What follows belongs to an exercise in optimizing a design on an open flow for small area; a production flow would make more cautious choices.
RTL that was checked went through simulation tests only; none was proved equivalent to the original.
Only the layout flow was run in run 4; the RTL was not checked for function there.
No activity file was given, so power comes from the tool's default toggle rates.

===== flow/flow/run.sh =====
#!/bin/bash
# Standard layout, with two changes: the port buffers are the smallest buffer
# cell (every input and output port still gets one), and clock tree synthesis
# does not add dummy loads. Each tool's output stays in orfs/logs; make's own
# output goes to flow.log.
set -euo pipefail
export BUFFER_PORTS_ARGS="-buffer_cell sky130_fd_sc_hd__buf_1"
export CTS_ARGS="-sink_clustering_enable -repair_clock_nets -dont_use_dummy_load -buf_list sky130_fd_sc_hd__clkbuf_16 -sink_clustering_size 64 -sink_clustering_max_diameter 500"
bash standard.sh > flow.log 2>&1

===== flow/standard.sh =====
#!/bin/bash
# synth_recipe.tcl (not shown) runs the flow's synth.tcl, then flattens the netlist and writes it again
# the make line also repeats each setting of config.mk as NAME=value (left out here)
make -C /OpenROAD-flow-scripts/flow DESIGN_CONFIG=/design/flow/config.mk WORK_HOME=/design/flow/orfs CLKGATE_MAP_FILE= SYNTH_SCRIPT=/design/flow/synth_recipe.tcl "${@:-finish}"

===== flow/config.mk =====
export PLATFORM = sky130hd
export DESIGN_NAME = brotocol_engine
export DESIGN_NICKNAME = brotocol_engine
export VERILOG_FILES = /design/flow/design.v
export SDC_FILE = /design/flow/constraint.sdc
export NUM_CORES = 4
export LEC_CHECK = 0
export CAP_MARGIN = 20
export CORE_MARGIN = 2
export CORE_UTILIZATION = 40
export PLACE_DENSITY = 0.6
export SLEW_MARGIN = 20

===== flow/constraint.sdc =====
create_clock -name core_clock -period 10.0 [get_ports {clk}]
set_input_delay 2.0000 -clock core_clock [delete_from_list [all_inputs] [get_ports {clk}]]
set_output_delay 2.0000 -clock core_clock [all_outputs]
set_load 0.01 [all_outputs]

===== flow/design.v =====
module brotocol_master #(
    parameter N_A   = 5,
    parameter N_D   = 1,
    parameter K     = 1000,
    parameter REQ_W = 32
) (
    input  wire             clk,
    input  wire             rst,
    input  wire             m_start,
    input  wire [REQ_W-1:0] m_addr,
    input  wire [REQ_W-1:0] m_data,
    input  wire             m_drv_fault,
    input  wire             bus_in,
    output wire             m_drive_low,
    output reg              m_busy,
    output reg              m_done,
    output reg  [2:0]       m_result
);
    reg [3:0]     m_idx;
    reg [3:0]     m_u;
    reg [N_A-1:0] m_a;
    reg [N_D-1:0] m_d;
    wire pz, pe;
    brotocol_mpre #(.K(K)) u_pre (
        .clk (clk),
        .clr (!m_busy),
        .z   (pz),
        .e   (pe)
    );
    reg long_sym;
    always @(*) begin
        case (m_idx)
            4'd1:    long_sym = 1'b1;
            4'd2:    long_sym = m_a[0];
            4'd3:    long_sym = m_a[1];
            4'd4:    long_sym = m_a[2];
            4'd5:    long_sym = m_a[3];
            4'd6:    long_sym = m_a[4];
            4'd8:    long_sym = m_d[0];
            default: long_sym = 1'b0;
        endcase
    end
    assign m_drive_low = m_busy &&
        (m_idx == 4'd0 || (!m_u[3] && (long_sym || m_u[2:1] == 2'b00)));
    wire valid = (m_addr[REQ_W-1:N_A] == 0) && (m_data[REQ_W-1:N_D] == 0);
    wire sp    = (m_idx == 4'd7 || m_idx == 4'd9) && m_u == 4'd5 && pz;
    wire ue    = (m_u == 4'd9) && pe;
    wire last  = (m_idx == 4'd9);
    always @(posedge clk) begin
        if (rst) begin
            m_busy   <= 1'b0;
            m_result <= 3'd0;
            m_done   <= 1'b0;
        end else begin
            m_done <= 1'b0;
            if (!m_busy) begin
                if (m_start) begin
                    if (valid) begin
                        m_busy <= 1'b1;
                    end else begin
                        m_result <= 3'd4;
                        m_done   <= 1'b1;
                    end
                end
            end else if (m_drv_fault) begin
                m_busy   <= 1'b0;
                m_result <= 3'd3;
                m_done   <= 1'b1;
            end else if (sp && bus_in) begin
                m_busy   <= 1'b0;
                m_result <= (m_idx == 4'd7) ? 3'd1 : 3'd2;
                m_done   <= 1'b1;
            end else if (ue && last) begin
                m_busy   <= 1'b0;
                m_result <= 3'd0;
                m_done   <= 1'b1;
            end
        end
    end
    always @(posedge clk) begin
        if (!m_busy) begin
            m_idx <= 4'd0;
            m_u   <= 4'd0;
            m_a   <= m_addr[N_A-1:0];
            m_d   <= m_data[N_D-1:0];
        end else if (pe) begin
            if (m_u == 4'd9) begin
                m_u   <= 4'd0;
                m_idx <= m_idx + 1'b1;
            end else begin
                m_u <= m_u + 1'b1;
            end
        end
    end
endmodule
module brotocol_mpre #(
    parameter K = 1000
) (
    input  wire clk,
    input  wire clr,
    output wire z,
    output wire e
);
    localparam [9:0] TAPS = 10'h240;
    localparam [9:0] S0   = 10'h70;
    localparam [9:0] END  = 10'h238;
    reg [9:0] c;
    assign z = (c == S0);
    assign e = (c == END);
    wire fb = ^(c & TAPS) ^ e;
    always @(posedge clk) begin
        if (clr)
            c <= S0;
        else
            c <= {c[8:0], fb};
    end
endmodule
module brotocol_slave #(
    parameter N_A = 5,
    parameter N_D = 1,
    parameter K   = 1000
) (
    input  wire           clk,
    input  wire           rst,
    input  wire           bus_in,
    input  wire           s_drv_fault,
    input  wire [N_A-1:0] cfg_own_address,
    output wire           s_drive_low,
    output reg            s_rx_valid,
    output reg  [N_D-1:0] s_rx_data,
    output reg            s_hal_fail
);
    localparam [3:0] P_IDLE = 4'd7;
    reg [N_A-1:0] own_address;
    reg [3:0]     pos;
    reg           md;      
    reg           aw;      
    reg           ak;      
    reg           ls;      
    reg           ir;      
    reg           line_prev;
    assign s_drive_low = ak;
    wire line = bus_in;
    wire exp;
    wire p_idle = !pos[3] && pos[0];
    wire p_done = !pos[3] && !pos[0];
    wire p_data = pos[3] && pos[2] && pos[1];
    wire p_addr = pos[3] && !(pos[2] && pos[1]);
    wire p_last = pos[3] && pos[2] && pos[0];      
    wire [7:0] own_ext = {3'b000, own_address};
    wire own_bit = own_ext[pos[2:0]];
    wire x_hal  = exp && ak && s_drv_fault;         
    wire x_idle = exp && (p_done || x_hal);         
    wire rxv    = exp && p_done && !s_drv_fault;
    wire aw1 = aw && !exp;
    wire ls1 = exp ? line : ls;
    wire ir1 = ir || (exp && ak);
    wire ev   = line ^ line_prev;
    wire fall = ev && !line;
    wire rise = ev && line && !(ir1 && !x_idle);
    wire in_idle = p_idle || x_idle;
    wire in_ad   = (p_addr || p_data) && !x_idle;
    wire f_ad   = fall && in_ad && !aw1;
    wire f_bit  = f_ad && !p_last;                           
    wire f_fin  = f_ad && p_last && !(p_addr && md);         
    wire f_ack  = f_fin && !s_drv_fault;
    wire f_hal  = f_fin && s_drv_fault;
    wire r_bit  = rise && in_ad && !p_last && (aw1 || !ls1);
    wire r_bit1 = !aw1;
    wire r_start = rise && p_idle && !exp && !aw && !ls;
    wire ld15 = fall && in_idle;
    wire ld5  = f_bit;
    wire ld8  = f_ack;
    wire step = r_bit || r_start || f_ack;
    wire keep = !x_idle && (
        !ev ||
        (ev && line && ir1) ||
        ld15 || ld5 || step);
    brotocol_stmr #(.K(K)) u_tmr (
        .clk  (clk),
        .rst  (rst),
        .ld15 (ld15),
        .ld5  (ld5),
        .ld8  (ld8),
        .exp  (exp)
    );
    always @(posedge clk) begin
        line_prev <= bus_in;
        if (rst) begin
            own_address <= cfg_own_address;
            pos         <= P_IDLE;
            md          <= 1'b0;
            aw          <= 1'b0;
            ak          <= 1'b0;
            ls          <= 1'b1;
            ir          <= 1'b0;
            s_rx_valid  <= 1'b0;
            s_rx_data   <= 1'b0;
            s_hal_fail  <= 1'b0;
        end else begin
            s_rx_valid <= rxv;
            if (rxv)
                s_rx_data <= md;
            s_hal_fail <= x_hal || f_hal;
            if (!keep) begin
                pos <= P_IDLE;
                md  <= 1'b0;
                aw  <= ld15;
                ak  <= 1'b0;
                ls  <= 1'b1;
                ir  <= 1'b0;
            end else begin
                if (step)
                    pos <= pos + 1'b1;
                if (r_bit && (p_addr ? (own_bit ^ r_bit1) : r_bit1))
                    md <= 1'b1;
                aw <= aw1 || ld15 || ld5 || ld8;
                ak <= (ak && !exp) || ld8;
                ls <= ls1;
                ir <= ir1 && !ev;
            end
        end
    end
endmodule
module brotocol_stmr #(
    parameter K = 1000
) (
    input  wire clk,
    input  wire rst,
    input  wire ld15,
    input  wire ld5,
    input  wire ld8,
    output wire exp
);
    localparam [13:0] TAPS = 14'h2106;
    localparam [13:0] S15  = 14'hd;
    localparam [13:0] S5   = 14'h3;
    localparam [13:0] S8   = 14'h340c;
    localparam [13:0] E    = 14'h2000;
    reg [13:0] t;
    assign exp = (t == E);
    wire fb = ^(t & TAPS) & !exp;
    always @(posedge clk) begin
        if (rst)
            t <= 0;
        else if (ld15)
            t <= S15;
        else if (ld5)
            t <= S5;
        else if (ld8)
            t <= S8;
        else
            t <= {t[12:0], fb};
    end
endmodule
module brotocol_engine (
    input  wire        clk,
    input  wire        rst,
    input  wire        m_start,
    input  wire [31:0] m_addr,
    input  wire [31:0] m_data,
    input  wire        m_drv_fault,
    output wire        m_drive_low,
    output wire        m_busy,
    output wire        m_done,
    output wire [2:0]  m_result,
    input  wire        s_drv_fault,
    input  wire [4:0]  cfg_own_address,
    output wire        s_drive_low,
    output wire        s_rx_valid,
    output wire [0:0]  s_rx_data,
    output wire        s_hal_fail,
    input  wire        bus_in
);
    localparam N_A   = 5;
    localparam N_D   = 1;
    localparam K     = 1000;
    localparam REQ_W = 32;
    brotocol_master #(.N_A(N_A), .N_D(N_D), .K(K), .REQ_W(REQ_W)) u_master (
        .clk         (clk),
        .rst         (rst),
        .m_start     (m_start),
        .m_addr      (m_addr),
        .m_data      (m_data),
        .m_drv_fault (m_drv_fault),
        .bus_in      (bus_in),
        .m_drive_low (m_drive_low),
        .m_busy      (m_busy),
        .m_done      (m_done),
        .m_result    (m_result)
    );
    brotocol_slave #(.N_A(N_A), .N_D(N_D), .K(K)) u_slave (
        .clk             (clk),
        .rst             (rst),
        .bus_in          (bus_in),
        .s_drv_fault     (s_drv_fault),
        .cfg_own_address (cfg_own_address),
        .s_drive_low     (s_drive_low),
        .s_rx_valid      (s_rx_valid),
        .s_rx_data       (s_rx_data),
        .s_hal_fail      (s_hal_fail)
    );
endmodule

==> results of run 1 <==
layout by cell type, fill, tap and decap left out, drive strengths merged, types with 4 or more instances in the layout:
cell,netlist,layout
o21a,4,4
nand4,7,7
buf,1,85
nand2,19,19
a21oi,14,14
edfxtp,11,11
nand3,8,8
inv,13,13
nor2b,8,8
and2,13,13
nor4,18,18
nor3,7,7
ha,7,7
a21o,4,4
dfxtp,50,50
a31oi,5,5
xor2,5,5
clkbuf,7,9
o21ai,7,7
or2,4,4
or4,5,5
nor2,31,31
nand2b,11,11
flip-flops by register name, summed over array words and instances (netlist names), 3 cells and up:
register	count
u_slave.u_tmr.t	14
u_master.u_pre.c	10
u_master.m_a	5
u_slave.own_address	5
u_master.m_idx	4
u_master.m_u	4
u_slave.pos	4
u_master.m_result	3
cell families after synthesis:
group	Yosys count	share of synthesized area, %
adder cells (fa/ha/maj)	7	3.08
flip-flops	61	46.8
AND/OR/NAND/NOR	144	28.6
XOR/XNOR	8	2.46
AO/OA/AOI/OAI	57	14.7
multiplexers	3	1.50
buffers and inverters	21	2.90
through the flow:
stage	util [%]	power, uW
6_report	50.9	537
3_3_place_gp	47.6	297
5_1_grt	50.9	559
3_5_place_dp	47.6	297
2_1_floorplan	-	281
4_1_cts	50.9	546
worst paths after layout:
check / start / endpoint / slack [ns]
max reg2reg: u_slave.u_tmr.t[5] / u_slave.ls / 7.17
min reg2reg: u_master.u_pre.c[4] / u_master.u_pre.c[5] / 0.43
max: u_master.m_idx[0] / m_drive_low / 6.07
min: u_master.u_pre.c[4] / u_master.u_pre.c[5] / 0.43
area by class of cell:
type,instances,area [sq um]
clock buffer,9,225
sequential,61,1330
inverter,13,48.8
fill,663,3350
multi-input combinational,219,1430
tap,96,120
timing repair buffer,85,323
per-layer routing:
metal  wire, um  part of all wire (%)
met4        106                   1.7
met2       2860                    46
met3        289                   4.7
met5          0                     0
met1       2920                    47
power breakdown:
part / internal, uW / switching [uW] / total (uW)
sequential: 257 / 3.36 / 260
combinational: 15.5 / 17.3 / 32.8
clock: 156 / 88.4 / 244
total: 428 / 109 / 537
==> impl_metrics.env, run 1 <==
export IMPL_status="complete, no violations"
export IMPL_slowest_stage="dfxtp_1"
export IMPL_path_common_cell="nor2_1"
export IMPL_clk_pin_slew_ns=0.05
export IMPL_crit_arrival_ns=1.93
export IMPL_h_tree_depth=3
export IMPL_place_area_sq_um=3250
export IMPL_ys_ff_latch=61
export IMPL_initial_core_util_pct=41.6
export IMPL_yosys_warnings=4
export IMPL_synth_edf_count=11
export IMPL_grt_total_usage_pct=17.4
export IMPL_critPathMaxFanout=5
export IMPL_grt_pass1_vias=2219
export IMPL_die_width_um=88.3
export IMPL_hold_path_depth=1
export IMPL_dp_hpwl_um=4650
export IMPL_critPathTopFamily="compound AO/OA/AOI/OAI gates"
export IMPL_r2r_cells=6
export IMPL_fin_crit_ns=3.93
export IMPL_tritoncts="built"
export IMPL_dr_pass1_iters=4
export IMPL_cts_resized=0
export IMPL_slew_viol_final=0
export IMPL_ys_top_cells_by_count="50 x dfxtp_1, 30 x nor2_1, 19 x nand2_1, 17 x nor4_1, 14 x a21oi_1"
export IMPL_cap_viol_max_count=0
export IMPL_row_count=30
export IMPL_dp_cells=474
export IMPL_synth_area_sq_um=2850
export IMPL_layout_drive_gt1_share_pct=6.98
export IMPL_met1_usage_pct=22.5
export IMPL_clock_path_buffers=2
export IMPL_stdcell_area_sq_um=3480
export IMPL_synth_most_common_cell="dfxtp_1"
export IMPL_leakage_uw=0.00126
export IMPL_die_area_sq_um=7800
export IMPL_syn_num_nets=383
export IMPL_required_ns=8.00
export IMPL_yosysTopAreaCell="dfxtp_1"
export IMPL_hold_violations=0
export IMPL_cp_num_cells=9
export IMPL_slowest_delay_ns=0.42
export IMPL_whs_ns=0.426
export IMPL_clockRootBuffer="clkbuf_16"
export IMPL_drc_errors=0
export IMPL_end_kind="primary output"
export IMPL_fin_nets=471
export IMPL_tightest_slew_ns=0.729
export IMPL_vias=2428
export IMPL_relSlewSlack_pct=50.2
export IMPL_worstSkewPairLatency_ns=0.33
export IMPL_irDropWorstVdd_mv=0.125
export IMPL_io_buffers=84
export IMPL_power_per_cell_area_nw_per_um2=154
export IMPL_rsz0062_at_grt="false"
export IMPL_critPathKind="register to primary output"
export IMPL_path_cells="inv_1 > ha_1 > a221oi_1 > nor2_1 > nor2_1 > o22a_1 > o22a_1 > nor2_1 > buf_1"
export IMPL_drt_antenna_violating_nets=0
export IMPL_met2_usage_pct=25.9
export IMPL_clock_skew_ns=0.0149
export IMPL_max_freq_ghz=0.255
export IMPL_post_place_ws_ns=5.96
export IMPL_grt_use_met3_pct=5.97
export IMPL_fp_dieH_um=88.3
export IMPL_wl_per_cell_um=12.8
export IMPL_synth_top_area_share_pct=35.2
export IMPL_cts_sinks=61
export IMPL_gpl_final_weighted_congestion=0.830
export IMPL_setup_tns_final_ns=0
export IMPL_ctsHoldBuffers=0
export IMPL_post_cts_buffers=0
export IMPL_cts_buffers_inserted=9
export IMPL_yosysUniqueCellTypes=56
export IMPL_ys_seq_area_share_pct=46.8
export IMPL_async_flop_share_pct=0
export IMPL_grt_max_degree=23
export IMPL_yosys_most_used_dff="dfxtp_1"
export IMPL_hp_class="register to register"
export IMPL_antenna_found_initial=0
export IMPL_finalSetupViolations=0
export IMPL_io_pins=85
export IMPL_layout_cells_non_filler=483
export IMPL_layout_setup_ws_ns=6.07
export IMPL_via_per_inst=5.03
export IMPL_routed_wl_um=6170
export IMPL_grt_pass1_wl_um=10300
export IMPL_overflow=0
export IMPL_core_area_sq_um=6830
export IMPL_syn_to_final_growth_pct=22.3
export IMPL_gr_max_usage_layer="met2"
export IMPL_synth_area_top_cells="dfxtp_1 35%, edfxtp_1 12%, nor2_1 4.0%"
export IMPL_startpoint_type="register"
export IMPL_syn_instance_count=301
export IMPL_postSynthAreaPerCell_sq_um=9.45
export IMPL_n_antenna_cell=0
export IMPL_finalCritPeriodShare_pct=39.3
export IMPL_path_buf_inv=2
export IMPL_drtIter0Drc=134
==> run 2, diff against run 1 <==
==> flow/flow/run.sh (replaced) <==
#!/bin/bash
# Standard layout, with two changes: the port buffers are the smallest buffer
# cell (every input and output port still gets one), and clock tree synthesis
# does not add dummy loads. Each tool's output stays in orfs/logs; make's own
# output goes to flow.log.
set -euo pipefail
export BUFFER_PORTS_ARGS="-buffer_cell sky130_fd_sc_hd__buf_1"
export CTS_ARGS="-sink_clustering_enable -repair_clock_nets -dont_use_dummy_load -buf_list sky130_fd_sc_hd__clkbuf_4"
bash standard.sh > flow.log 2>&1
==> impl_metrics.env, run 2 <==
export IMPL_dp_cells=474
export IMPL_power_per_cell_area_nw_per_um2=122
export IMPL_tightest_slew_ns=0.730
export IMPL_status="complete, no violations"
export IMPL_leakage_uw=0.00119
export IMPL_clk_pin_slew_ns=0.11
export IMPL_syn_to_final_growth_pct=16.8
export IMPL_syn_num_nets=383
export IMPL_synth_area_sq_um=2850
export IMPL_critPathTopFamily="compound AO/OA/AOI/OAI gates"
export IMPL_yosys_warnings=4
export IMPL_crit_arrival_ns=2.02
export IMPL_path_cells="inv_1 > ha_1 > a221oi_1 > nor2_1 > nor2_1 > o22a_1 > o22a_1 > nor2_1 > buf_1"
export IMPL_startpoint_type="register"
export IMPL_largest_reg_flops=14
export IMPL_row_count=30
export IMPL_gpl_final_weighted_congestion=0.830
export IMPL_grt_pass1_vias=2219
export IMPL_cts_resized=0
export IMPL_rsz0062_at_grt="false"
export IMPL_largestRegisters="u_slave.u_tmr.t: 14 flops, u_master.u_pre.c: 10 flops"
export IMPL_layout_setup_ws_ns=5.98
export IMPL_finalSetupViolations=0
export IMPL_wl_per_cell_um=12.6
export IMPL_finalCritPeriodShare_pct=40.2
export IMPL_tritoncts="built"
export IMPL_clockRootBuffer="clkbuf_4"
export IMPL_ys_top_cells_by_count="50 x dfxtp_1, 30 x nor2_1, 19 x nand2_1, 17 x nor4_1, 14 x a21oi_1"
export IMPL_vias=2437
export IMPL_initial_core_util_pct=41.6
export IMPL_drt_antenna_violating_nets=0
export IMPL_required_ns=8.00
export IMPL_n_antenna_cell=0
export IMPL_clock_path_buffers=2
export IMPL_fp_dieH_um=88.3
export IMPL_drc_errors=0
export IMPL_critPathKind="register to primary output"
export IMPL_post_cts_buffers=0
export IMPL_layout_drive_gt1_share_pct=6.98
export IMPL_synth_area_top_cells="dfxtp_1 35%, edfxtp_1 12%, nor2_1 4.0%"
export IMPL_fin_nets=471
export IMPL_slew_viol_final=0
export IMPL_dr_pass1_iters=4
export IMPL_slowest_stage="dfxtp_1"
export IMPL_yosysUniqueCellTypes=56
export IMPL_clock_skew_ns=0.0342
export IMPL_routed_wl_um=6110
export IMPL_cts_buffers_inserted=9
export IMPL_end_kind="primary output"
export IMPL_path_common_cell="nor2_1"
export IMPL_fin_crit_ns=4.02
export IMPL_yosysTopAreaCell="dfxtp_1"
export IMPL_reg2reg_setup_slack_ns=7.15
export IMPL_via_per_inst=5.05
export IMPL_core_area_sq_um=6830
export IMPL_regMostFlops="u_slave.u_tmr.t"
export IMPL_setup_tns_final_ns=0
export IMPL_io_pins=85
export IMPL_layout_commonest_cell="buf_1"
export IMPL_worstSkewPairLatency_ns=0.41
export IMPL_dp_hpwl_um=4650
export IMPL_synth_most_common_cell="dfxtp_1"
export IMPL_hold_violations=0
export IMPL_postSynthAreaPerCell_sq_um=9.45
export IMPL_h_tree_depth=3
export IMPL_critPathMaxFanout=5
export IMPL_drtIter0Drc=125
export IMPL_die_width_um=88.3
export IMPL_async_flop_share_pct=0
export IMPL_cts_sinks=61
export IMPL_final_cell_mix="84 x buf_1, 50 x dfxtp_1, 30 x nor2_1"
export IMPL_max_freq_ghz=0.249
export IMPL_die_area_sq_um=7800
export IMPL_ys_seq_area_share_pct=46.8
export IMPL_grt_total_usage_pct=17.1
export IMPL_relSlewSlack_pct=50.1
export IMPL_grt_max_degree=23
export IMPL_synth_edf_count=11
export IMPL_layout_cells_non_filler=483
export IMPL_ctsHoldBuffers=0
export IMPL_synth_top_area_share_pct=35.2
export IMPL_slowest_delay_ns=0.43
export IMPL_irDropWorstVdd_mv=0.0821
export IMPL_syn_instance_count=301
export IMPL_cap_viol_max_count=0
export IMPL_overflow=0
export IMPL_ys_ff_latch=61
export IMPL_hp_class="register to register"
export IMPL_yosys_most_used_dff="dfxtp_1"
export IMPL_grt_pass1_wl_um=10200
export IMPL_antenna_found_initial=0
export IMPL_io_buffers=84
export IMPL_post_place_ws_ns=5.96
export IMPL_path_buf_inv=2
==> run 2: cell type report <==
| cell class | count | area [sq um] |
|---|---|---|
| Fill cell | 681 | 3510 |
| Multi-Input combinational cell | 219 | 1430 |
| Sequential cell | 61 | 1330 |
| Timing Repair Buffer | 85 | 323 |
| Tap cell | 96 | 120 |
| Clock buffer | 9 | 67.6 |
| Inverter | 13 | 48.8 |
==> run 2: path summary, 6_finish.rpt <==
check                      startpoint  cells past startpoint                   to
setup reg to reg   u_slave.u_tmr.t[5]                      6           u_slave.ls
hold reg to reg   u_master.u_pre.c[4]                      1  u_master.u_pre.c[5]
setup / recovery    u_master.m_idx[0]                      9          m_drive_low
hold / removal    u_master.u_pre.c[4]                      1  u_master.u_pre.c[5]
==> run 2: cell families (layout without fill, tap and decap cells) <==
group	count (synthesis)	after routing	share of synthesized area [%]
and+or+nand+nor	144	144	28.6
DFF	61	61	46.8
AOI/OAI and AO/OA	57	57	14.7
buffers and inverters	21	107	2.90
xor gates and xnor gates	8	8	2.46
adders and majority gates	7	7	3.08
muxes	3	3	1.50
==> run 2: worst reg2reg max path: stages, from the launching register on <==
cell,delay (ns)
dfxtp_1,0.31
or4_1,0.62
or4_1,0.73
mux2i_4,0.27
a31o_4,0.21
nor2_2,0.07
or4_4,0.50
==> run 2: metrics by stage <==
stage                     instance area (sq um)  total power [uW]  utilization [%]  hold WS (ns)
after global routing                       3320               426             48.6         0.434
after CTS                                  3320               412             48.6         0.416
final                                      3320               405             48.6         0.402
after detailed placement                   3250               297             47.6         0.421
after global placement                     3250               297             47.6         0.418
after floorplan                            2850               281                -         0.411
==> run 2: per-layer routing <==
| metal | global-route usage [%] | vias up | part of all wire, % |
|---|---|---|---|
| li1 | - | 1272 | - |
| met1 | 22.2 | 1102 | 47 |
| met4 | 5.51 | 0 | 0.87 |
| met3 | 7.09 | 7 | 5.6 |
| met2 | 25.9 | 56 | 46 |
| met5 | 0 | - | 0 |
==> run 2: power by group <==
| part | switching (uW) | total, uW | internal [uW] |
|---|---|---|---|
| Sequential | 3.39 | 259 | 255 |
| Combinational | 17.3 | 32.8 | 15.5 |
| Clock | 71.7 | 113 | 41.7 |
| Total | 92.4 | 405 | 313 |
==> run 3, diff against run 2 <==
--- a/flow/flow/run.sh
+++ b/flow/flow/run.sh
@@ -5,5 +5,5 @@
 # output goes to flow.log.
 set -euo pipefail
 export BUFFER_PORTS_ARGS="-buffer_cell sky130_fd_sc_hd__buf_1"
-export CTS_ARGS="-sink_clustering_enable -repair_clock_nets -dont_use_dummy_load -buf_list sky130_fd_sc_hd__clkbuf_4"
+export CTS_ARGS="-sink_clustering_enable -repair_clock_nets -dont_use_dummy_load"
 bash standard.sh > flow.log 2>&1
==> impl_metrics.env, run 3 <==
export IMPL_via_per_inst=5.03
export IMPL_drc_errors=0
export IMPL_dr_pass1_iters=4
export IMPL_yosys_most_used_dff="dfxtp_1"
export IMPL_ctsHoldBuffers=0
export IMPL_whs_ns=0.420
export IMPL_vias=2430
export IMPL_io_buffers=84
export IMPL_synth_most_common_cell="dfxtp_1"
export IMPL_finalSetupViolations=0
export IMPL_power_per_cell_area_nw_per_um2=133
export IMPL_layout_commonest_cell="buf_1"
export IMPL_synth_top_area_share_pct=35.2
export IMPL_cap_viol_max_count=0
export IMPL_r2r_start="u_slave.u_tmr.t[5]"
export IMPL_die_width_um=88.3
export IMPL_drt_antenna_violating_nets=0
export IMPL_fillers=671
export IMPL_synth_edf_count=11
export IMPL_finalCritPeriodShare_pct=40.3
export IMPL_required_ns=8.00
export IMPL_core_area_sq_um=6830
export IMPL_yosysUniqueCellTypes=56
export IMPL_status="complete, no violations"
export IMPL_setup_tns_final_ns=0
export IMPL_layout_drive_gt1_share_pct=6.98
export IMPL_startpoint_type="register"
export IMPL_irDropWorstVdd_mv=0.0743
export IMPL_grt_max_degree=23
export IMPL_clock_path_buffers=2
export IMPL_initial_core_util_pct=41.6
export IMPL_clock_skew_ns=0.0191
export IMPL_cts_sinks=61
export IMPL_syn_to_final_growth_pct=18.7
export IMPL_worstSetupStartpoint="u_master.m_idx[0]"
export IMPL_reg2reg_to="u_slave.ls"
export IMPL_syn_num_nets=383
export IMPL_die_area_sq_um=7800
export IMPL_reg2reg_setup_slack_ns=7.16
export IMPL_hp_class="register to register"
export IMPL_critPathMaxFanout=5
export IMPL_antenna_found_initial=0
export IMPL_io_pins=85
export IMPL_post_cts_buffers=0
export IMPL_largest_reg_flops=14
export IMPL_end_kind="primary output"
export IMPL_critPathKind="register to primary output"
export IMPL_routed_wl_um=6200
export IMPL_cts_resized=0
export IMPL_fin_crit_ns=4.03
export IMPL_row_count=30
export IMPL_async_flop_share_pct=0
export IMPL_r2r_cells=6
export IMPL_slew_viol_final=0
export IMPL_grt_pass1_wl_um=10200
export IMPL_tritoncts="built"
export IMPL_ys_top_cells_by_count="50 x dfxtp_1, 30 x nor2_1, 19 x nand2_1, 17 x nor4_1, 14 x a21oi_1"
export IMPL_dp_hpwl_um=4650
export IMPL_worstSkewPairLatency_ns=0.34
export IMPL_rsz0062_at_grt="false"
export IMPL_gpl_final_weighted_congestion=0.830
export IMPL_leakage_uw=0.00121
export IMPL_ys_ff_latch=61
export IMPL_layout_setup_ws_ns=5.97
export IMPL_final_cell_mix="84 x buf_1, 50 x dfxtp_1, 30 x nor2_1"
export IMPL_tightest_slew_ns=0.729
export IMPL_h_tree_depth=3
export IMPL_hold_violations=0
export IMPL_dp_cells=474
export IMPL_fp_dieH_um=88.3
export IMPL_yosys_warnings=4
export IMPL_regMostFlops="u_slave.u_tmr.t"
export IMPL_critPathCapture="m_drive_low"
export IMPL_postSynthAreaPerCell_sq_um=9.45
export IMPL_yosysTopAreaCell="dfxtp_1"
export IMPL_relSlewSlack_pct=50.1
export IMPL_fin_nets=471
export IMPL_grt_pass1_vias=2230
export IMPL_grt_total_usage_pct=16.9
export IMPL_crit_arrival_ns=2.03
export IMPL_synth_area_top_cells="dfxtp_1 35%, edfxtp_1 12%, nor2_1 4.0%"
export IMPL_largestRegisters="u_slave.u_tmr.t: 14 flops, u_master.u_pre.c: 10 flops"
export IMPL_clk_pin_slew_ns=0.07
export IMPL_synth_area_sq_um=2850
export IMPL_post_place_ws_ns=5.96
export IMPL_n_antenna_cell=0
export IMPL_cts_buffers_inserted=9
export IMPL_clockRootBuffer="clkbuf_8"
export IMPL_drtIter0Drc=112
export IMPL_ys_seq_area_share_pct=46.8
export IMPL_layout_cells_non_filler=483
export IMPL_final_core_util_pct=49.5
export IMPL_wl_per_cell_um=12.8
export IMPL_overflow=0
export IMPL_max_freq_ghz=0.248
export IMPL_syn_instance_count=301
[run 3: cell counts after synthesis]
Identical to the previous run, type by type.
[run 3: where the power goes]
group | switching (uW) | internal (uW)
Combinational | 17.3 | 15.5
Sequential | 3.50 | 256
Clock | 78.0 | 79.6
[run 3: cell type report]
class,count,area (sq um),area share [%]
clock buffers,9,124,3.67
inverters,13,48.8,1.44
multi-input cells,219,1430,42.4
flip-flops and latches,61,1330,39.4
well taps,96,120,3.56
repair buffers,85,323,9.56
[run 3: routing by layer]
layer / vias up / part of all wire (%) / global-route usage, % / routed length [um]
met5: - / 0 / 0 / 0
met4: 0 / 1.1 / 5.10 / 68
met3: 7 / 4.6 / 6.25 / 287
met2: 44 / 46 / 26.2 / 2870
met1: 1113 / 48 / 22.3 / 2970
li1: 1266 / - / - / -
[run 3: critical path: stages (launching register included)]
cell and delay [ns]:
dfxtp_1 0.42, inv_1 0.09, ha_1 0.23, a221oi_1 0.33, nor2_1 0.07, nor2_1 0.10
o22a_1 0.14, o22a_1 0.12, nor2_1 0.04, buf_1 0.15
[run 3: kinds of logic (layout without fill, tap and decap cells)]
group	count (synthesis)	in the layout	share of synthesized area (%)
and+or+nand+nor	144	144	28.6
adders and majority gates	7	7	3.08
AOI/OAI and AO/OA	57	57	14.7
DFF	61	61	46.8
muxes	3	3	1.50
xor gates and xnor gates	8	8	2.46
buffers and inverters	21	107	2.90
[run 3: worst min path at each step]
stage	from	to	slack, ns	cells after the start
2_1_floorplan	u_master.u_pre.c[4]	u_master.u_pre.c[5]	0.41	1
3_3_place_gp	u_master.u_pre.c[4]	u_master.u_pre.c[5]	0.42	1
3_5_place_dp	u_master.u_pre.c[4]	u_master.u_pre.c[5]	0.42	1
4_1_cts	u_master.u_pre.c[4]	u_master.u_pre.c[5]	0.42	1
5_1_grt	u_master.u_pre.c[4]	u_master.u_pre.c[5]	0.45	1
6_report	u_master.u_pre.c[4]	u_master.u_pre.c[5]	0.42	1
[run 3: per-stage QoR]
stage	power [uW]	cell area, sq um
after floorplan	281	2850
after global routing	469	3380
final	450	3380
after global placement	297	3250
after CTS	457	3380
after detailed placement	297	3250
==> run 4, diff against run 3 <==
--- a/flow/design.v
+++ b/flow/design.v
@@ -42,39 +42,29 @@
     end
     assign m_drive_low = m_busy &&
         (m_idx == 4'd0 || (!m_u[3] && (long_sym || m_u[2:1] == 2'b00)));
-    wire valid = (m_addr[REQ_W-1:N_A] == 0) && (m_data[REQ_W-1:N_D] == 0);
-    wire sp    = (m_idx == 4'd7 || m_idx == 4'd9) && m_u == 4'd5 && pz;
-    wire ue    = (m_u == 4'd9) && pe;
-    wire last  = (m_idx == 4'd9);
+    wire valid  = (m_addr[REQ_W-1:N_A] == 0) && (m_data[REQ_W-1:N_D] == 0);
+    wire q_a    = (m_idx == 4'd7);
+    wire q_d    = (m_idx == 4'd9);
+    wire u_last = (m_u == 4'd9);
+    wire sp     = (q_a || q_d) && m_u == 4'd5 && pz;
+    wire nack   = sp && bus_in;
+    wire ok     = u_last && pe && q_d;
+    wire fin    = m_drv_fault || nack || ok;
+    wire usage  = !m_busy && m_start && !valid;
     always @(posedge clk) begin
         if (rst) begin
             m_busy   <= 1'b0;
             m_result <= 3'd0;
             m_done   <= 1'b0;
         end else begin
-            m_done <= 1'b0;
-            if (!m_busy) begin
-                if (m_start) begin
-                    if (valid) begin
-                        m_busy <= 1'b1;
-                    end else begin
-                        m_result <= 3'd4;
-                        m_done   <= 1'b1;
-                    end
-                end
-            end else if (m_drv_fault) begin
-                m_busy   <= 1'b0;
-                m_result <= 3'd3;
-                m_done   <= 1'b1;
-            end else if (sp && bus_in) begin
-                m_busy   <= 1'b0;
-                m_result <= (m_idx == 4'd7) ? 3'd1 : 3'd2;
-                m_done   <= 1'b1;
-            end else if (ue && last) begin
-                m_busy   <= 1'b0;
-                m_result <= 3'd0;
-                m_done   <= 1'b1;
-            end
+            m_busy <= m_busy ? !fin : (m_start && valid);
+            m_done <= m_busy ? fin : usage;
+            if (usage)
+                m_result <= 3'd4;
+            else if (m_busy && fin)
+                m_result <= {1'b0,
+                             m_drv_fault || (nack && q_d),
+                             m_drv_fault || (nack && q_a)};
         end
     end
     always @(posedge clk) begin
@@ -84,12 +74,9 @@
             m_a   <= m_addr[N_A-1:0];
             m_d   <= m_data[N_D-1:0];
         end else if (pe) begin
-            if (m_u == 4'd9) begin
-                m_u   <= 4'd0;
+            m_u <= u_last ? 4'd0 : m_u + 1'b1;
+            if (u_last)
                 m_idx <= m_idx + 1'b1;
-            end else begin
-                m_u <= m_u + 1'b1;
-            end
         end
     end
 endmodule
==> flow/flow/run.sh (replaced) <==
#!/bin/bash
# Standard layout (the standard.sh) with these changes:
#  - synthesis maps logic with an area-oriented ABC script (flow/abc_area.script)
#    in place of ORFS's abc_speed.script; everything else in synthesis
#    (synth_recipe.tcl: -nofsm -noshare, flatten, rename) is unchanged, so the
#    registers are the standard synthesis's;
#  - port buffers use the smallest buffer cell (every port still gets one);
#  - clock tree synthesis uses clkbuf_4 and adds no dummy loads.
# make's output goes to synth.log and flow.log; each tool's log is in orfs/logs.
set -euo pipefail
here=$(pwd)
sd=$here/scripts_abc
rm -rf "$sd"; mkdir -p "$sd"
for f in "$FLOW_HOME"/scripts/*; do ln -s "$f" "$sd/$(basename "$f")"; done
rm "$sd/abc_speed.script"
cp "$here/flow/abc_area.script" "$sd/abc_speed.script"
export BUFFER_PORTS_ARGS="-buffer_cell sky130_fd_sc_hd__buf_1"
export CTS_ARGS="-sink_clustering_enable -repair_clock_nets -dont_use_dummy_load -buf_list sky130_fd_sc_hd__clkbuf_4"
bash standard.sh synth SCRIPTS_DIR="$sd" > synth.log 2>&1
bash standard.sh > flow.log 2>&1
==> flow/flow/abc_area.script (new file) <==
&get -n
&st
&syn2
&dch
&nf -R 1000
&st
&syn2
&dch
&nf -R 1000
&st
&dch -f
&nf -R 1000
&put
==> impl_metrics.env, run 4 <==
export IMPL_dr_pass1_iters=4
export IMPL_synth_area_top_cells="dfxtp_1 39%, edfxtp_1 13%, nor2_1 4.6%"
export IMPL_yosysTopAreaCell="dfxtp_1"
export IMPL_syn_num_nets=352
export IMPL_grt_pass1_wl_um=10000
export IMPL_layout_commonest_cell="buf_1"
export IMPL_io_pins=85
export IMPL_clk_pin_slew_ns=0.10
export IMPL_cts_buffers_inserted=9
export IMPL_grt_pass1_vias=2177
export IMPL_finalSetupViolations=0
export IMPL_seqPwrFrac_pct=65.0
export IMPL_max_freq_ghz=0.248
export IMPL_core_area_sq_um=6240
export IMPL_layout_setup_ws_ns=5.96
export IMPL_required_ns=8.00
export IMPL_synth_top_area_share_pct=39.3
export IMPL_fin_crit_ns=4.04
export IMPL_crit_arrival_ns=2.04
export IMPL_drc_errors=0
export IMPL_drtIter0Drc=94
export IMPL_initial_core_util_pct=40.8
export IMPL_vias=2315
export IMPL_fin_nets=448
export IMPL_io_buffers=84
export IMPL_largest_reg_flops=14
export IMPL_relSlewSlack_pct=41.1
export IMPL_grt_total_usage_pct=17.8
export IMPL_r2r_start="u_slave.u_tmr.t[11]"
export IMPL_die_area_sq_um=7020
export IMPL_pwr_share_comb_pct=6.3
export IMPL_critPathKind="register to primary output"
export IMPL_via_per_inst=5.25
export IMPL_startpoint_type="register"
export IMPL_cts_sinks=61
export IMPL_n_antenna_cell=0
export IMPL_fp_dieH_um=83.8
export IMPL_row_count=29
export IMPL_routed_wl_um=5830
export IMPL_gpl_final_weighted_congestion=0.882
export IMPL_syn_to_final_growth_pct=19.1
export IMPL_final_core_util_pct=48.6
export IMPL_hp_class="register to register"
export IMPL_netSwitchingFraction_pct=22.1
export IMPL_layout_drive_gt1_share_pct=3.02
export IMPL_finalCritPeriodShare_pct=40.4
export IMPL_wl_per_cell_um=13.2
export IMPL_ctsHoldBuffers=0
export IMPL_tritoncts="built"
export IMPL_slew_viol_final=0
export IMPL_ys_seq_area_share_pct=52.3
export IMPL_overflow=0
export IMPL_largestRegisters="u_slave.u_tmr.t: 14 flops, u_master.u_pre.c: 10 flops"
export IMPL_die_width_um=83.8
export IMPL_final_cell_mix="84 x buf_1, 50 x dfxtp_1, 31 x nor2_1"
export IMPL_clock_skew_ns=0.0235
export IMPL_power_internal_uw=309
export IMPL_cts_resized=0
export IMPL_syn_instance_count=270
export IMPL_yosys_warnings=4
export IMPL_grt_max_degree=22
export IMPL_switchingPower_uw=87.4
export IMPL_dp_hpwl_um=4430
export IMPL_ys_ff_latch=61
export IMPL_async_flop_share_pct=0
export IMPL_yosys_most_used_dff="dfxtp_1"
export IMPL_whs_ns=0.450
export IMPL_r2r_cells=9
export IMPL_rsz0062_at_grt="false"
export IMPL_ys_top_cells_by_count="50 x dfxtp_1, 31 x nor2_1, 20 x nand2_1, 18 x nor4_1, 17 x a21oi_1"
export IMPL_whs_endpoint="u_master.u_pre.c[6]"
export IMPL_setup_tns_final_ns=0
export IMPL_synth_edf_count=11
export IMPL_yosysUniqueCellTypes=37
export IMPL_reg2reg_to="u_slave.aw"
export IMPL_post_cts_buffers=0
export IMPL_antenna_found_initial=0
export IMPL_worstSkewPairLatency_ns=0.39
export IMPL_post_place_ws_ns=5.78
export IMPL_reg2reg_setup_slack_ns=6.76
export IMPL_synth_area_sq_um=2550
export IMPL_hold_path_depth=1
export IMPL_hold_violations=0
export IMPL_drt_antenna_violating_nets=0
export IMPL_clock_path_buffers=2
export IMPL_end_kind="primary output"
export IMPL_postSynthAreaPerCell_sq_um=9.43
export IMPL_hp_start="u_master.u_pre.c[5]"
export IMPL_cap_viol_max_count=0
export IMPL_clockPowerShare_pct=28.7
export IMPL_power_per_cell_area_nw_per_um2=131
export IMPL_critPathMaxFanout=6
export IMPL_tightest_slew_ns=0.874
export IMPL_irDropWorstVdd_mv=0.0858
export IMPL_status="complete, no violations"
export IMPL_regMostFlops="u_slave.u_tmr.t"
export IMPL_leakage_uw=0.00106
export IMPL_h_tree_depth=3
export IMPL_clockRootBuffer="clkbuf_4"
export IMPL_synth_most_common_cell="dfxtp_1"
run 4: changes by cell type in the layout (fill, tap and decap cells not counted), sizes merged, moves of 4 or more:
cell | before | now
inv | 13 | 0
nor3 | 7 | 12
clkinv | 0 | 13
nor2b | 8 | 2
nand2b | 11 | 5
and3 | 2 | 10
o21ai | 7 | 14
a21o | 4 | 0
or4 | 5 | 1
and2 | 13 | 7
run 4: kinds of logic (layout without fill, tap and decap cells):
group                      count (synthesis)  in the layout  synth area share (%)
DFF                                       61             61                  52.3
adders and majority gates                  7              7                  3.44
AOI/OAI and AO/OA                         49             49                  11.5
xor gates and xnor gates                   8              8                  2.75
buffers and inverters                     13            107                  1.92
muxes                                      1              1                 0.884
and+or+nand+nor                          131            131                  27.2
run 4: final cells by class:
cell class,instances,area [sq um]
inverter,13,48.8
clock buffer,9,67.6
timing repair buffer,85,323
fill,606,3210
sequential,61,1330
multi-input combinational,196,1170
tap,77,96.3
run 4: metal layers:
metal | GRT usage, % | part of all wire [%]
met2 | 26.8 | 47
met5 | 0 | 0
met4 | 5.28 | 0.36
met1 | 24.0 | 48
met3 | 6.43 | 4.8
run 4: how the worst max path moves through the flow:
| stage | startpoint | endpoint | slack, ns | depth (start not counted) |
|---|---|---|---|---|
| global route | u_master.m_idx[0] | m_drive_low | 5.74 | 9 |
| finish | u_master.m_idx[0] | m_drive_low | 5.96 | 9 |
| CTS | u_master.m_idx[0] | m_drive_low | 5.95 | 9 |
| detailed placement | bus_in | u_slave.aw | 5.78 | 9 |
| global placement | bus_in | u_slave.aw | 5.82 | 9 |
| floorplan | s_drv_fault | u_slave.pos[1] | 6.11 | 8 |
run 4: power groups by stage:
stage	logic (uW)	clock network [uW]	registers [uW]
2_1_floorplan	9.77	0	263
3_3_place_gp	24.7	0	263
3_5_place_dp	24.8	0	263
4_1_cts	25.0	120	258
5_1_grt	28.5	131	258
6_report	25.1	114	258
run 4: worst max-delay path: stages (launching register included):
cell	delay, ns
dfxtp_1	0.43
clkinv_1	0.14
ha_1	0.23
a221oi_1	0.27
o21ai_0	0.14
nand2_1	0.09
a31oi_1	0.08
a21oi_1	0.13
nor2_1	0.05
buf_1	0.13
run 4: per-stage QoR:
stage	instance area, sq um	power [uW]	std cells
floorplan	2550	273	270
global placement	2970	288	432
detailed placement	2970	288	432
CTS	3030	403	441
global route	3030	417	441
finish	3030	396	441
==> run 5, diff against run 4 <==
--- a/flow/design.v
+++ b/flow/design.v
@@ -91,15 +91,17 @@
     localparam [9:0] TAPS = 10'h240;
     localparam [9:0] S0   = 10'h70;
     localparam [9:0] END  = 10'h238;
-    reg [9:0] c;
+    localparam [9:0] POL  = 10'h2aa;
+    reg  [9:0] cr;
+    wire [9:0] c = cr ^ POL;
     assign z = (c == S0);
     assign e = (c == END);
     wire fb = ^(c & TAPS) ^ e;
     always @(posedge clk) begin
         if (clr)
-            c <= S0;
+            cr <= S0 ^ POL;
         else
-            c <= {c[8:0], fb};
+            cr <= {c[8:0], fb} ^ POL;
     end
 endmodule
 module brotocol_slave #(
@@ -224,20 +226,22 @@
     localparam [13:0] S5   = 14'h3;
     localparam [13:0] S8   = 14'h340c;
     localparam [13:0] E    = 14'h2000;
-    reg [13:0] t;
+    localparam [13:0] POL  = 14'h2aaa;
+    reg  [13:0] tr;
+    wire [13:0] t = tr ^ POL;
     assign exp = (t == E);
     wire fb = ^(t & TAPS) & !exp;
     always @(posedge clk) begin
         if (rst)
-            t <= 0;
+            tr <= POL;
         else if (ld15)
-            t <= S15;
+            tr <= S15 ^ POL;
         else if (ld5)
-            t <= S5;
+            tr <= S5 ^ POL;
         else if (ld8)
-            t <= S8;
+            tr <= S8 ^ POL;
         else
-            t <= {t[12:0], fb};
+            tr <= {t[12:0], fb} ^ POL;
     end
 endmodule
 module brotocol_engine (
==> impl_metrics.env, run 5 <==
export IMPL_clockRootBuffer="clkbuf_4"
export IMPL_synth_area_top_cells="dfxtp_1 40%, edfxtp_1 13%, nor2_1 5.2%"
export IMPL_initial_core_util_pct=42.0
export IMPL_clock_path_buffers=2
export IMPL_drt_antenna_violating_nets=0
export IMPL_clk_pin_slew_ns=0.08
export IMPL_irDropWorstVdd_mv=0.0858
export IMPL_leakage_uw=0.00102
export IMPL_fillers=585
export IMPL_largest_reg_flops=14
export IMPL_path_cells="clkinv_1 > ha_1 > a221o_1 > nand3_1 > a31oi_1 > a21oi_1 > nor2_1 > buf_1"
export IMPL_max_freq_ghz=0.252
export IMPL_ctsHoldBuffers=0
export IMPL_die_area_sq_um=6950
export IMPL_vias=2250
export IMPL_yosysUniqueCellTypes=37
export IMPL_layout_drive_gt1_share_pct=3.04
export IMPL_status="complete, no violations"
export IMPL_routed_wl_um=5520
export IMPL_row_count=28
export IMPL_synth_most_common_cell="dfxtp_1"
export IMPL_critPathTopFamily="compound AO/OA/AOI/OAI gates"
export IMPL_syn_instance_count=268
export IMPL_cap_viol_max_count=0
export IMPL_finalCritPeriodShare_pct=39.6
export IMPL_regMostFlops="u_slave.u_tmr.tr"
export IMPL_fin_crit_ns=3.96
export IMPL_ys_top_cells_by_count="50 x dfxtp_1, 35 x nor2_1, 27 x nand2_1, 25 x a21oi_1, 19 x nor4_1"
export IMPL_fin_nets=446
export IMPL_crit_arrival_ns=1.96
export IMPL_power_internal_uw=310
export IMPL_post_place_ws_ns=5.78
export IMPL_drc_errors=0
export IMPL_seqPwrFrac_pct=65.2
export IMPL_async_flop_share_pct=0
export IMPL_layout_commonest_cell="buf_1"
export IMPL_rsz0062_at_grt="false"
export IMPL_syn_num_nets=350
export IMPL_yosys_warnings=4
export IMPL_end_kind="primary output"
export IMPL_core_area_sq_um=5990
export IMPL_place_area_sq_um=2940
export IMPL_yosys_most_used_dff="dfxtp_1"
export IMPL_yosysTopAreaCell="dfxtp_1"
export IMPL_switchingPower_uw=85.2
export IMPL_overflow=0
export IMPL_syn_to_final_growth_pct=19.2
export IMPL_slowest_stage="dfxtp_1"
export IMPL_postSynthAreaPerCell_sq_um=9.40
export IMPL_stdcell_area_sq_um=3000
export IMPL_antenna_found_initial=0
export IMPL_tightest_slew_ns=0.849
export IMPL_final_cell_mix="84 x buf_1, 50 x dfxtp_1, 35 x nor2_1"
export IMPL_dp_hpwl_um=4220
export IMPL_via_per_inst=5.15
export IMPL_hp_class="register to register"
export IMPL_grt_pass1_wl_um=9430
export IMPL_cts_buffers_inserted=9
export IMPL_tritoncts="built"
export IMPL_synth_area_sq_um=2520
export IMPL_critPathMaxFanout=6
export IMPL_relSlewSlack_pct=42.8
export IMPL_ys_ff_latch=61
export IMPL_synth_top_area_share_pct=39.7
export IMPL_worstSkewPairLatency_ns=0.39
export IMPL_clockPowerShare_pct=28.3
export IMPL_h_tree_depth=3
export IMPL_dr_pass1_iters=4
export IMPL_setup_tns_final_ns=0
export IMPL_largestRegisters="u_slave.u_tmr.tr: 14 flops, u_master.u_pre.cr: 10 flops"
export IMPL_cts_sinks=61
export IMPL_layout_setup_ws_ns=6.04
export IMPL_netSwitchingFraction_pct=21.6
export IMPL_dp_cells=428
export IMPL_die_width_um=83.4
export IMPL_layout_cells_non_filler=437
export IMPL_path_buf_inv=2
export IMPL_fp_dieH_um=83.4
export IMPL_pwr_share_comb_pct=6.5
export IMPL_cts_resized=0
export IMPL_post_cts_buffers=0
export IMPL_required_ns=8.00
export IMPL_grt_pass1_vias=2117
export IMPL_drtIter0Drc=63
export IMPL_io_buffers=84
export IMPL_grt_max_degree=20
export IMPL_ys_seq_area_share_pct=52.9
export IMPL_startpoint_type="register"
export IMPL_slew_viol_final=0
export IMPL_n_antenna_cell=0
export IMPL_hold_violations=0
export IMPL_finalSetupViolations=0
export IMPL_synth_edf_count=11
export IMPL_grt_total_usage_pct=16.6
export IMPL_critPathKind="register to primary output"
export IMPL_gpl_final_weighted_congestion=0.867
export IMPL_slowest_delay_ns=0.44
export IMPL_power_per_cell_area_nw_per_um2=131
export IMPL_wl_per_cell_um=12.6
export IMPL_clock_skew_ns=0.0268
export IMPL_io_pins=85
export IMPL_fin_total_pwr_uw=395
-- run 5: cell types whose count changed after synthesis, moves of 5 or more --
cell	change
nand2_1	+7
nand4b_1	+5
and2_0	-5
a21oi_1	+8
o21ai_0	-5
nor3_1	-5
and3_1	-6
-- run 5: final cells by class --
type	count	area (sq um)	share of cell area [%]
multi-input cells	194	1140	37.9
flip-flops and latches	61	1330	44.3
repair buffers	85	323	10.8
inverters	13	48.8	1.62
clock buffers	9	67.6	2.25
well taps	75	93.8	3.13
-- run 5: path summary, 6_finish.rpt --
kind	endpoint	start	slack, ns	depth (start not counted)
min	u_master.u_pre.cr[9]	u_master.u_pre.cr[8]	0.36	1
max	m_drive_low	u_master.m_idx[0]	6.04	8
max reg2reg	u_slave.aw	u_slave.u_tmr.tr[10]	6.50	9
min reg2reg	u_master.u_pre.cr[9]	u_master.u_pre.cr[8]	0.36	1
-- run 5: logic make-up (layout without fill, tap and decap cells) --
kind of cell / count (synthesis) / count (layout) / share of synthesized area [%]
buffers and inverters: 13 / 107 / 1.94
adder cells (fa/ha/maj): 7 / 7 / 3.48
AO/OA/AOI/OAI: 51 / 51 / 12.0
flip-flops: 61 / 61 / 52.9
multiplexers: 1 / 1 / 0.894
XOR/XNOR: 6 / 6 / 2.09
AND/OR/NAND/NOR: 129 / 129 / 26.8
-- run 5: power groups by stage --
stage	clock, uW	sequential [uW]	combinational [uW]
3_3_place_gp	0	263	25.2
4_1_cts	118	258	25.6
2_1_floorplan	0	263	10.3
5_1_grt	130	258	28.7
3_5_place_dp	0	263	25.4
6_report	112	257	25.6
-- run 5: metrics by stage --
stage	utilization (%)	hold WS, ns
final	50.1	0.358
after global routing	50.1	0.371
after CTS	50.1	0.364
after detailed placement	49.0	0.365
after global placement	49.0	0.358
after floorplan	-	0.353
-- run 5: layer usage --
metal  global-route usage [%]  part of all wire (%)
met1                     22.0                    48
met2                     25.1                    45
met3                     6.36                   4.9
met4                     5.07                   1.5
met5                        0                     0
==> run 6, diff against run 5 <==
--- a/flow/flow/run.sh
+++ b/flow/flow/run.sh
@@ -15,6 +15,6 @@
 rm "$sd/abc_speed.script"
 cp "$here/flow/abc_area.script" "$sd/abc_speed.script"
 export BUFFER_PORTS_ARGS="-buffer_cell sky130_fd_sc_hd__buf_1"
-export CTS_ARGS="-sink_clustering_enable -repair_clock_nets -dont_use_dummy_load -buf_list sky130_fd_sc_hd__clkbuf_4"
+export CTS_ARGS="-sink_clustering_enable -repair_clock_nets -dont_use_dummy_load -buf_list sky130_fd_sc_hd__clkbuf_4 -sink_clustering_size 30 -sink_clustering_max_diameter 150 -balance_levels"
 bash standard.sh synth SCRIPTS_DIR="$sd" > synth.log 2>&1
 bash standard.sh > flow.log 2>&1
==> impl_metrics.env, run 6 <==
export IMPL_critPathTopFamily="compound AO/OA/AOI/OAI gates"
export IMPL_layout_commonest_cell="buf_1"
export IMPL_path_buf_inv=2
export IMPL_yosysUniqueCellTypes=37
export IMPL_cts_sinks=61
export IMPL_clockPowerShare_pct=28.3
export IMPL_row_count=28
export IMPL_irDropWorstVdd_mv=0.0858
export IMPL_multiInputGateArea_sq_um=1140
export IMPL_crit_arrival_ns=1.96
export IMPL_critPathKind="register to primary output"
export IMPL_initial_core_util_pct=42.0
export IMPL_end_kind="primary output"
export IMPL_slowest_delay_ns=0.44
export IMPL_layout_cells_non_filler=437
export IMPL_final_cell_mix="84 x buf_1, 50 x dfxtp_1, 35 x nor2_1"
export IMPL_postSynthAreaPerCell_sq_um=9.40
export IMPL_dr_pass1_iters=4
export IMPL_leakage_uw=0.00102
export IMPL_synth_area_top_cells="dfxtp_1 40%, edfxtp_1 13%, nor2_1 5.2%"
export IMPL_n_antenna_cell=0
export IMPL_grt_max_degree=20
export IMPL_fp_dieH_um=83.4
export IMPL_worstSkewPairLatency_ns=0.39
export IMPL_syn_num_nets=350
export IMPL_die_width_um=83.4
export IMPL_clockRootBuffer="clkbuf_4"
export IMPL_netSwitchingFraction_pct=21.6
export IMPL_hp_class="register to register"
export IMPL_fin_nets=446
export IMPL_startpoint_type="register"
export IMPL_synth_fa_ha_area_share_pct=3.48
export IMPL_layout_drive_gt1_share_pct=3.04
export IMPL_max_freq_ghz=0.252
export IMPL_tightest_slew_ns=0.849
export IMPL_clock_path_buffers=2
export IMPL_critPathMaxFanout=6
export IMPL_fillers=585
export IMPL_power_per_cell_area_nw_per_um2=131
export IMPL_synth_xor_area_share_pct=2.09
export IMPL_largestRegisters="u_slave.u_tmr.tr: 14 flops, u_master.u_pre.cr: 10 flops"
export IMPL_yosysTopAreaCell="dfxtp_1"
export IMPL_synth_top_area_share_pct=39.7
export IMPL_routed_wl_um=5520
export IMPL_pwr_share_comb_pct=6.5
export IMPL_regArea_sq_um=1330
export IMPL_synth_simple_area_share_pct=26.8
export IMPL_ctsHoldBuffers=0
export IMPL_path_cells="clkinv_1 > ha_1 > a221o_1 > nand3_1 > a31oi_1 > a21oi_1 > nor2_1 > buf_1"
export IMPL_tritoncts="built"
export IMPL_drc_errors=0
export IMPL_ys_ff_latch=61
export IMPL_synth_compound_gate_area_share_pct=12.0
export IMPL_drtIter0Drc=63
export IMPL_dp_cells=428
export IMPL_relSlewSlack_pct=42.8
export IMPL_grt_total_usage_pct=16.6
export IMPL_overflow=0
export IMPL_grt_pass1_wl_um=9430
export IMPL_via_per_inst=5.15
export IMPL_gpl_final_weighted_congestion=0.867
export IMPL_synth_top_family_by_area="simple AND/OR/NAND/NOR gates"
export IMPL_yosys_warnings=4
export IMPL_clock_skew_ns=0.0268
export IMPL_dp_hpwl_um=4220
export IMPL_required_ns=8.00
export IMPL_io_buffers=84
export IMPL_ys_seq_area_share_pct=52.9
export IMPL_post_cts_buffers=0
export IMPL_power_internal_uw=310
export IMPL_clk_pin_slew_ns=0.08
export IMPL_finalCritPeriodShare_pct=39.6
export IMPL_die_area_sq_um=6950
export IMPL_status="complete, no violations"
export IMPL_regMostFlops="u_slave.u_tmr.tr"
export IMPL_switchingPower_uw=85.2
export IMPL_largest_reg_flops=14
export IMPL_ys_top_cells_by_count="50 x dfxtp_1, 35 x nor2_1, 27 x nand2_1, 25 x a21oi_1, 19 x nor4_1"
export IMPL_wl_per_cell_um=12.6
export IMPL_synth_edf_count=11
export IMPL_syn_to_final_growth_pct=19.2
export IMPL_cts_buffers_inserted=9
export IMPL_io_pins=85
export IMPL_async_flop_share_pct=0
export IMPL_slew_viol_final=0
export IMPL_yosys_most_used_dff="dfxtp_1"
export IMPL_core_area_sq_um=5990
export IMPL_h_tree_depth=3
export IMPL_drt_antenna_violating_nets=0
export IMPL_cts_resized=0
export IMPL_synth_area_sq_um=2520
export IMPL_antenna_found_initial=0
export IMPL_synth_most_common_cell="dfxtp_1"
export IMPL_seqPwrFrac_pct=65.2
export IMPL_grt_pass1_vias=2117
export IMPL_slowest_stage="dfxtp_1"
export IMPL_rsz0062_at_grt="false"
export IMPL_setup_tns_final_ns=0
export IMPL_fin_crit_ns=3.96
export IMPL_finalSetupViolations=0
export IMPL_synthMuxAreaShare_pct=0.894
export IMPL_syn_instance_count=268
export IMPL_vias=2250
export IMPL_cap_viol_max_count=0
export IMPL_hold_violations=0
## run 6: final cells by class
| cell class | instances | share of cell area, % |
|---|---|---|
| Sequential cell | 61 | 44.3 |
| Multi-Input combinational cell | 194 | 37.9 |
| Timing Repair Buffer | 85 | 10.8 |
| Tap cell | 75 | 3.13 |
| Clock buffer | 9 | 2.25 |
| Inverter | 13 | 1.62 |
## run 6: through the flow
stage	setup WS, ns	total power [uW]	cell area [sq um]	util (%)	hold slack [ns]
6_report	6.04	395	3000	50.1	0.358
2_1_floorplan	6.34	273	2520	-	0.353
4_1_cts	5.99	402	3000	50.1	0.364
3_5_place_dp	5.78	289	2940	49.0	0.365
5_1_grt	5.77	416	3000	50.1	0.371
3_3_place_gp	5.79	288	2940	49.0	0.358
## run 6: worst register-to-register path: stages (launching register included)
cell	delay, ns
dfxtp_1	0.32
nor4b_1	0.46
nand4b_1	0.18
or4_1	0.54
nor2_1	0.27
nand4b_1	0.22
nor3_1	0.12
a311o_1	0.38
o21ai_0	0.72
o22ai_1	0.17
## run 6: final timing paths
kind,from,end,slack [ns],cells after the start
setup / recovery,u_master.m_idx[0],m_drive_low,6.04,8
hold / removal,u_master.u_pre.cr[8],u_master.u_pre.cr[9],0.36,1
setup reg to reg,u_slave.u_tmr.tr[10],u_slave.aw,6.50,9
hold reg to reg,u_master.u_pre.cr[8],u_master.u_pre.cr[9],0.36,1
## run 6: cells by family (layout without fill, tap and decap cells)
logic type                 Yosys count  in the layout
buffers and inverters               13            107
and+or+nand+nor                    129            129
muxes                                1              1
xor gates and xnor gates             6              6
adders and majority gates            7              7
AOI/OAI and AO/OA                   51             51
DFF                                 61             61
## run 6: power by group through the flow
stage | Combinational, uW | Sequential, uW | Clock, uW
global placement | 25.2 | 263 | 0
finish | 25.6 | 257 | 112
detailed placement | 25.4 | 263 | 0
CTS | 25.6 | 258 | 118
global route | 28.7 | 258 | 130
floorplan | 10.3 | 263 | 0
## run 6: metal layers
layer | track usage, % | part of all wire [%]
met5 | 0 | 0
met4 | 5.07 | 1.5
met1 | 22.0 | 48
met3 | 6.36 | 4.9
met2 | 25.1 | 45
==> run 7, diff against run 6 <==
--- a/flow/design.v
+++ b/flow/design.v
@@ -227,6 +227,7 @@
     localparam [13:0] S8   = 14'h340c;
     localparam [13:0] E    = 14'h2000;
     localparam [13:0] POL  = 14'h2aaa;
+    localparam [13:0] ZERO = 14'h0;
     reg  [13:0] tr;
     wire [13:0] t = tr ^ POL;
     assign exp = (t == E);
@@ -236,12 +237,8 @@
             tr <= POL;
         else if (ld15)
             tr <= S15 ^ POL;
-        else if (ld5)
-            tr <= S5 ^ POL;
-        else if (ld8)
-            tr <= S8 ^ POL;
         else
-            tr <= {t[12:0], fb} ^ POL;
+            tr <= ({t[12:0], fb} | (ld5 ? S5 : ZERO) | (ld8 ? S8 : ZERO)) ^ POL;
     end
 endmodule
 module brotocol_engine (
--- a/flow/flow/run.sh
+++ b/flow/flow/run.sh
@@ -15,6 +15,6 @@
 rm "$sd/abc_speed.script"
 cp "$here/flow/abc_area.script" "$sd/abc_speed.script"
 export BUFFER_PORTS_ARGS="-buffer_cell sky130_fd_sc_hd__buf_1"
-export CTS_ARGS="-sink_clustering_enable -repair_clock_nets -dont_use_dummy_load -buf_list sky130_fd_sc_hd__clkbuf_4 -sink_clustering_size 30 -sink_clustering_max_diameter 150 -balance_levels"
+export CTS_ARGS="-sink_clustering_enable -repair_clock_nets -dont_use_dummy_load -buf_list sky130_fd_sc_hd__clkbuf_4"
 bash standard.sh synth SCRIPTS_DIR="$sd" > synth.log 2>&1
 bash standard.sh > flow.log 2>&1
==> impl_metrics.env, run 7 <==
export IMPL_status="complete, no violations"
export IMPL_yosysTopAreaCell="dfxtp_1"
export IMPL_tritoncts="built"
export IMPL_postSynthAreaPerCell_sq_um=9.16
export IMPL_tightest_slew_ns=0.878
export IMPL_synth_edf_count=11
export IMPL_gpl_final_weighted_congestion=0.863
export IMPL_synth_most_common_cell="dfxtp_1"
export IMPL_regMostFlops="u_slave.u_tmr.tr"
export IMPL_synth_area_top_cells="dfxtp_1 40%, edfxtp_1 13%, nand2_1 5.7%"
export IMPL_slew_viol_final=0
export IMPL_seqPwrFrac_pct=65.1
export IMPL_finalCritPeriodShare_pct=43.5
export IMPL_n_antenna_cell=0
export IMPL_grt_pass1_vias=2118
export IMPL_die_width_um=82.8
export IMPL_cts_buffers_inserted=9
export IMPL_ys_top_cells_by_count="50 x dfxtp_1, 38 x nand2_1, 30 x nor2_1, 22 x a21oi_1, 16 x nor4_1"
export IMPL_io_buffers=84
export IMPL_yosys_warnings=4
export IMPL_switchingPower_uw=86.1
export IMPL_critPathMaxFanout=8
export IMPL_largest_reg_flops=14
export IMPL_via_per_inst=5.00
export IMPL_h_tree_depth=3
export IMPL_crit_arrival_ns=4.58
export IMPL_layout_drive_gt1_share_pct=2.47
export IMPL_async_flop_share_pct=0
export IMPL_clock_path_buffers=2
export IMPL_netSwitchingFraction_pct=21.8
export IMPL_fp_dieH_um=82.8
export IMPL_whs_ns=0.362
export IMPL_grt_total_usage_pct=17.6
export IMPL_leakage_uw=0.00103
export IMPL_stdcell_area_sq_um=2960
export IMPL_clk_pin_slew_ns=0.09
export IMPL_vias=2195
export IMPL_ctsHoldBuffers=0
export IMPL_clockPowerShare_pct=28.6
export IMPL_dp_hpwl_um=4090
export IMPL_end_kind="register"
export IMPL_irDropWorstVdd_mv=0.0793
export IMPL_row_count=28
export IMPL_cts_resized=0
export IMPL_overflow=0
export IMPL_synth_area_sq_um=2480
export IMPL_ys_ff_latch=61
export IMPL_drtIter0Drc=71
export IMPL_relSlewSlack_pct=41.4
export IMPL_grt_max_degree=21
export IMPL_cap_viol_max_count=0
export IMPL_syn_to_final_growth_pct=19.2
export IMPL_largestRegisters="u_slave.u_tmr.tr: 14 flops, u_master.u_pre.cr: 10 flops"
export IMPL_critPathKind="input port to register"
export IMPL_initial_core_util_pct=41.7
export IMPL_routed_wl_um=5410
export IMPL_wl_per_cell_um=12.3
export IMPL_place_area_sq_um=2890
export IMPL_antenna_found_initial=0
export IMPL_layout_cells_non_filler=439
export IMPL_rsz0062_at_grt="false"
export IMPL_clock_skew_ns=0.0169
export IMPL_setup_tns_final_ns=0
export IMPL_fillers=589
export IMPL_final_cell_mix="84 x buf_1, 50 x dfxtp_1, 38 x nand2_1"
export IMPL_hold_violations=0
export IMPL_grt_pass1_wl_um=9080
export IMPL_worstSkewPairLatency_ns=0.38
export IMPL_drc_errors=0
export IMPL_hp_class="register to register"
export IMPL_yosysUniqueCellTypes=34
export IMPL_power_per_cell_area_nw_per_um2=133
export IMPL_dp_cells=430
export IMPL_dr_pass1_iters=4
export IMPL_yosys_most_used_dff="dfxtp_1"
export IMPL_fin_nets=448
export IMPL_cts_sinks=61
export IMPL_power_internal_uw=309
export IMPL_die_area_sq_um=6860
export IMPL_clockRootBuffer="clkbuf_4"
export IMPL_io_pins=85
export IMPL_ys_seq_area_share_pct=53.6
export IMPL_syn_num_nets=353
export IMPL_layout_commonest_cell="buf_1"
export IMPL_finalSetupViolations=0
export IMPL_drt_antenna_violating_nets=0
export IMPL_final_core_util_pct=49.7
export IMPL_fin_crit_ns=4.35
export IMPL_pwr_share_comb_pct=6.3
export IMPL_syn_instance_count=271
export IMPL_synth_top_area_share_pct=40.3
export IMPL_required_ns=10.23
export IMPL_startpoint_type="input port"
export IMPL_core_area_sq_um=5960
export IMPL_max_freq_ghz=0.230
export IMPL_post_cts_buffers=0
run 7: area by class of cell:
cell class	count	area (sq um)	area share [%]
clock buffer	9	67.6	2.28
inverter	14	52.6	1.78
multi-input combinational	196	1100	37.2
sequential	61	1330	45.0
tap	75	93.8	3.17
timing repair buffer	84	315	10.7
run 7: power groups by stage:
stage	combinational (uW)	sequential [uW]	clock [uW]
6_report	24.8	257	113
2_1_floorplan	9.76	262	0
3_3_place_gp	24.8	263	0
5_1_grt	27.9	258	131
3_5_place_dp	24.9	263	0
4_1_cts	25.0	257	121
run 7: per-layer routing:
metal	vias up	global-route usage [%]	wire length, um
met5	-	0	0
met3	6	7.36	273
met4	0	6.72	63
li1	1161	-	-
met2	46	27.3	2460
met1	982	21.9	2610
run 7: logic make-up (layout without fill, tap and decap cells):
logic type / Yosys count / count (layout) / share of synthesized area, %
XOR/XNOR: 9 / 9 / 3.17
AND/OR/NAND/NOR: 131 / 131 / 25.9
AO/OA/AOI/OAI: 47 / 47 / 10.8
flip-flops: 61 / 61 / 53.6
buffers and inverters: 14 / 107 / 2.12
multiplexers: 2 / 2 / 0.856
adder cells (fa/ha/maj): 7 / 7 / 3.53
run 7: through the flow:
| stage | total power (uW) | setup slack (ns) |
|---|---|---|
| floorplan | 272 | 5.99 |
| global placement | 288 | 5.37 |
| detailed placement | 288 | 5.28 |
| CTS | 403 | 5.72 |
| global route | 417 | 5.42 |
| finish | 395 | 5.65 |
run 7: path summary, 6_finish.rpt:
path | from | end | slack, ns | cells after the start
worst min register to register | u_master.u_pre.cr[8] | u_master.u_pre.cr[9] | 0.36 | 1
worst max register to register | u_master.u_pre.cr[4] | u_master.m_result[1] | 6.69 | 9
worst max-delay path | bus_in | u_slave.aw | 5.65 | 12
worst min-delay path | u_master.u_pre.cr[8] | u_master.u_pre.cr[9] | 0.36 | 1
run 7: worst max-delay path, cell delays in order:
cell       delay [ns]
buf_1            0.20
clkinv_1         0.13
ha_1             0.24
and3_1           0.18
nand4_1          0.09
or2_0            0.39
nand3_1          0.30
a2111oi_0        0.45
nor2_1           0.09
and2_0           0.29
o21ai_0          0.11
o21ai_0          0.10

afterwards: timing with drivers on the ports:
How much do the figures lean on ideal ports? The routed layouts below were timed once more, with nothing changed but the port constraints.
Step 1, drivers: a clkbuf_16 drives clk and a buf_2 each remaining input, both assumed.
Step 2 moves the port delays by t, midway between the first and last clock arrival at a register: inputs arrive t later, outputs are due t later. That takes back most of the time a late clock gives input paths.
a / b / c = no drivers / after step 1 / after step 2; a / b = the first two.
| run | shift t [ns] | slack for setup (ns) | worst setup path after step 2 | latest minus earliest clock arrival (ns) | cell pins on the clock port's net |
|---|---|---|---|---|---|
| run 1 | 0.356 | 6.071 / 6.033 / 5.934 | input to register | 0.017 / 0.016 | 1 |
| run 2 | 0.413 | 5.985 / 5.960 / 5.921 | input to register | 0.038 / 0.039 | 1 |
| run 3 | 0.353 | 5.970 / 5.943 / 5.936 | input to register | 0.024 / 0.024 | 1 |
| run 4 | 0.400 | 5.962 / 5.936 / 5.752 | input to register | 0.025 / 0.024 | 1 |
| run 5 | 0.401 | 6.037 / 6.011 / 5.721 | input to register | 0.027 / 0.026 | 1 |
| run 6 | 0.401 | 6.037 / 6.011 / 5.721 | input to register | 0.027 / 0.026 | 1 |
| run 7 | 0.401 | 5.652 / 5.645 / 5.244 | input to register | 0.024 / 0.023 | 1 |
After both steps setup and hold are still met in every run listed. The setup slack of run 7, which loses most, moves by -0.007 ns with the drivers and by -0.408 ns with both steps.
